This is an optimization exercise on Yosys and OpenROAD, whose aim is small area, a short achievable clock period and few clock cycles per item, not a production implementation. Function was checked by simulation only, so behaviour that the tests miss may differ from the original.

==> inputs of branch delta <==
// yuv2rgb
module yuv2rgb (
    input  wire       clk,
    input  wire       rst,
    input  wire       in_valid,
    output wire       in_ready,
    input  wire [7:0] in_y,
    input  wire [7:0] in_u,
    input  wire [7:0] in_v,
    output wire       out_valid,
    input  wire       out_ready,
    output wire [7:0] out_r,
    output wire [7:0] out_g,
    output wire [7:0] out_b,
    output wire [7:0] out_luma
);
    reg       s3_nv;
    wire adv = out_ready | s3_nv;
    reg       sk_v, rdy;
    reg [7:0] sk_y, sk_u, sk_v8;
    assign in_ready = rdy;
    always @(posedge clk) begin
        if (rst) begin
            sk_v <= 1'b0;
            rdy  <= 1'b1;
        end else if (adv) begin
            sk_v <= 1'b0;
            rdy  <= 1'b1;
        end else if (in_valid) begin
            sk_v <= 1'b1;
            rdy  <= 1'b0;
        end
        if (!sk_v) begin sk_y <= in_y; sk_u <= in_u; sk_v8 <= in_v; end
    end
    reg       s1_v;
    reg [7:0] s1_y, s1_u, s1_vv;
    always @(posedge clk) begin
        if (rst) s1_v <= 1'b0;
        else if (adv) s1_v <= sk_v | in_valid;
        if (adv) begin
            s1_y  <= sk_v ? sk_y  : in_y;
            s1_u  <= sk_v ? sk_u  : in_u;
            s1_vv <= sk_v ? sk_v8 : in_v;
        end
    end
wire qr_w1 = 1'b1 ^ s1_vv[4] ^ ~s1_vv[7];
wire qr_w2 = (1'b1 & s1_vv[4]) | (1'b1 & ~s1_vv[7]) | (s1_vv[4] & ~s1_vv[7]);
wire qr_w3, qr_w4;
fa qr_w3_fa (.a(s1_y[0]), .b(s1_vv[5]), .c(~s1_vv[3]), .s(qr_w3), .co(qr_w4));
wire qr_w5, qr_w6;
  ...
Settings: LEC_CHECK=0, CAP_MARGIN=20, CORE_MARGIN=2, CORE_UTILIZATION=45, SLEW_MARGIN=20, SYNTH_HIERARCHICAL=1, SYNTH_MINIMUM_KEEP_SIZE=0, TNS_END_PERCENT=10; clock period 16.0 ns.
standard.sh (not shown) runs the stock make flow with config.mk's settings and CLKGATE_MAP_FILE= SYNTH_SCRIPT=/design/flow/synth_recipe.tcl, a recipe that flattens the netlist after the stock synthesis.
==> flow/flow/run.sh <==
#!/bin/bash
# Standard ORFS layout (the standard.sh) with these changes in how it is made:
#  - the port buffers buffer_ports inserts are sky130_fd_sc_hd__buf_1 cells
#    (every input and output port still gets its own buffer);
#  - clock tree synthesis runs with its standard options but without dummy loads;
#  - timing repair is asked to leave 11.7 ns of setup slack at the design's
#    16 ns clock, so the resizer works on the critical paths.
# Clock period, I/O constraints and all other steps are the standard ones.
# make's output goes to standard_flow.log; each ORFS step keeps its own log
# under orfs/logs/.
set -euo pipefail
export BUFFER_PORTS_ARGS="-buffer_cell sky130_fd_sc_hd__buf_1"
export CTS_ARGS="-sink_clustering_enable -repair_clock_nets -dont_use_dummy_load"
bash standard.sh SETUP_SLACK_MARGIN=11.7 finish > standard_flow.log 2>&1
==> branch lagoon (differences from branch delta) <==
==> flow/flow/run.sh (replaced) <==
#!/bin/bash
# Standard ORFS layout (the standard.sh) with two changes in how it is made:
#  - the port buffers buffer_ports inserts are sky130_fd_sc_hd__buf_1 cells
#    (every input and output port still gets its own buffer);
#  - timing repair is asked to leave 11.0 ns of setup slack at the design's
#    16 ns clock, so the resizer works on the critical paths.
# Clock period, I/O constraints and all other steps are the standard ones.
set -euo pipefail
export BUFFER_PORTS_ARGS="-buffer_cell sky130_fd_sc_hd__buf_1"
bash standard.sh SETUP_SLACK_MARGIN=11.6 finish > standard_flow.log 2>&1
--- a/flow/config.mk
+++ b/flow/config.mk
@@ -9,3 +9,3 @@
 export CORE_MARGIN = 2
-export CORE_UTILIZATION = 45
+export CORE_UTILIZATION = 40
 export SLEW_MARGIN = 20
==> branch sierra (differences from branch delta) <==
==> flow/flow/run.sh (replaced) <==
#!/bin/bash
# Standard ORFS layout (the standard.sh) with two changes in how it is made:
#  - the port buffers buffer_ports inserts are sky130_fd_sc_hd__buf_1 cells
#    (every input and output port still gets its own buffer);
#  - timing repair is asked to leave 11.0 ns of setup slack at the design's
#    16 ns clock, so the resizer works on the critical paths.
# Clock period, I/O constraints and all other steps are the standard ones.
set -euo pipefail
export BUFFER_PORTS_ARGS="-buffer_cell sky130_fd_sc_hd__buf_1"
bash standard.sh SETUP_SLACK_MARGIN=11.9 finish > standard_flow.log 2>&1
--- a/flow/config.mk
+++ b/flow/config.mk
@@ -9,3 +9,3 @@
 export CORE_MARGIN = 2
-export CORE_UTILIZATION = 45
+export CORE_UTILIZATION = 40
 export SLEW_MARGIN = 20
==> impl_metrics.csv <==
group,metric,value,unit
worst_setup_path,path_class,"flop to flop",
clock_tree,path_clk_slew,90,ps
layout,clkbuf_count,9,
status,status,"finished clean",
worst_setup_path,crit_family,"adder cells",
layout,clkCellAreaFrac,1.58,%
worst_setup_path,critPathSlowestCell,"fa_1",
worst_setup_path,cp.arrival,4360,ps
the above is filed under branch delta

==> impl_metrics.csv <==
group,metric,value,unit
worst_setup_path,critPathSlowestCell,"fa_1",
layout,clkbuf_count,11,
worst_setup_path,path_class,"flop to flop",
status,status,"finished clean",
layout,clkCellAreaFrac,2.10,%
clock_tree,path_clk_slew,80,ps
worst_setup_path,cp.arrival,4380,ps
the above is filed under branch sierra

==> impl_metrics.csv <==
group,metric,value,unit
clock_tree,path_clk_slew,80,ps
placement,globalplace.congestion,0.885,
status,status,"finished clean",
synthesis,synth_ff_type,"edfxtp_1",
worst_setup_path,critPathSlowestCell,"clkinvlp_4",
worst_setup_path,path_class,"input port to flop",
worst_setup_path,cp.arrival,4410,ps
layout,clkbuf_count,11,
layout,clkCellAreaFrac,2.15,%
worst_setup_path,crit_family,"buffers and inverters",
the above is filed under branch lagoon

Testbench counts of branch delta, summed over its fixed seeds: cycles 16,024, items 16,000.
Testbench counts of branch lagoon, summed over its fixed seeds: cycles 16,024, items 16,000.
Testbench counts of branch sierra, summed over its fixed seeds: cycles 16,024, items 16,000.

[what the ideal ports hide]
The flow's constraints put no driver on any port. The routed layouts listed below were extracted and timed again, unchanged, in two steps.
Step 1 (the two cells are an assumption about what drives the block):
set clk [get_ports {clk}]
set_driving_cell -lib_cell sky130_fd_sc_hd__clkbuf_16 $clk
set_driving_cell -lib_cell sky130_fd_sc_hd__buf_2 [delete_from_list [all_inputs] $clk]
Step 2 moves the port delays by t, midway between the first and last clock arrival at a register: inputs arrive t later, outputs are due t later. That takes back most of the time a late clock gives input paths.
a / b / c = ideal ports / drivers / drivers and shift; a / b = the first two.
run	t, ns	setup slack, ns	worst hold slack (ns)	worst setup path at the end	worst slew at a driven data input, ns
branch delta	0.396	11.739 / 11.739 / 11.413	0.460 / 0.460 / 0.460	input to register	0.04
branch lagoon	0.399	11.642 / 11.664 / 11.265	0.467 / 0.467 / 0.467	input to register	0.04
branch sierra	0.401	11.726 / 11.726 / 11.425	0.466 / 0.466 / 0.466	input to register	0.04
After both steps every run listed still meets setup and hold. The setup slack of branch lagoon, which loses most, moves by +0.022 ns with the drivers and by -0.377 ns with both steps.
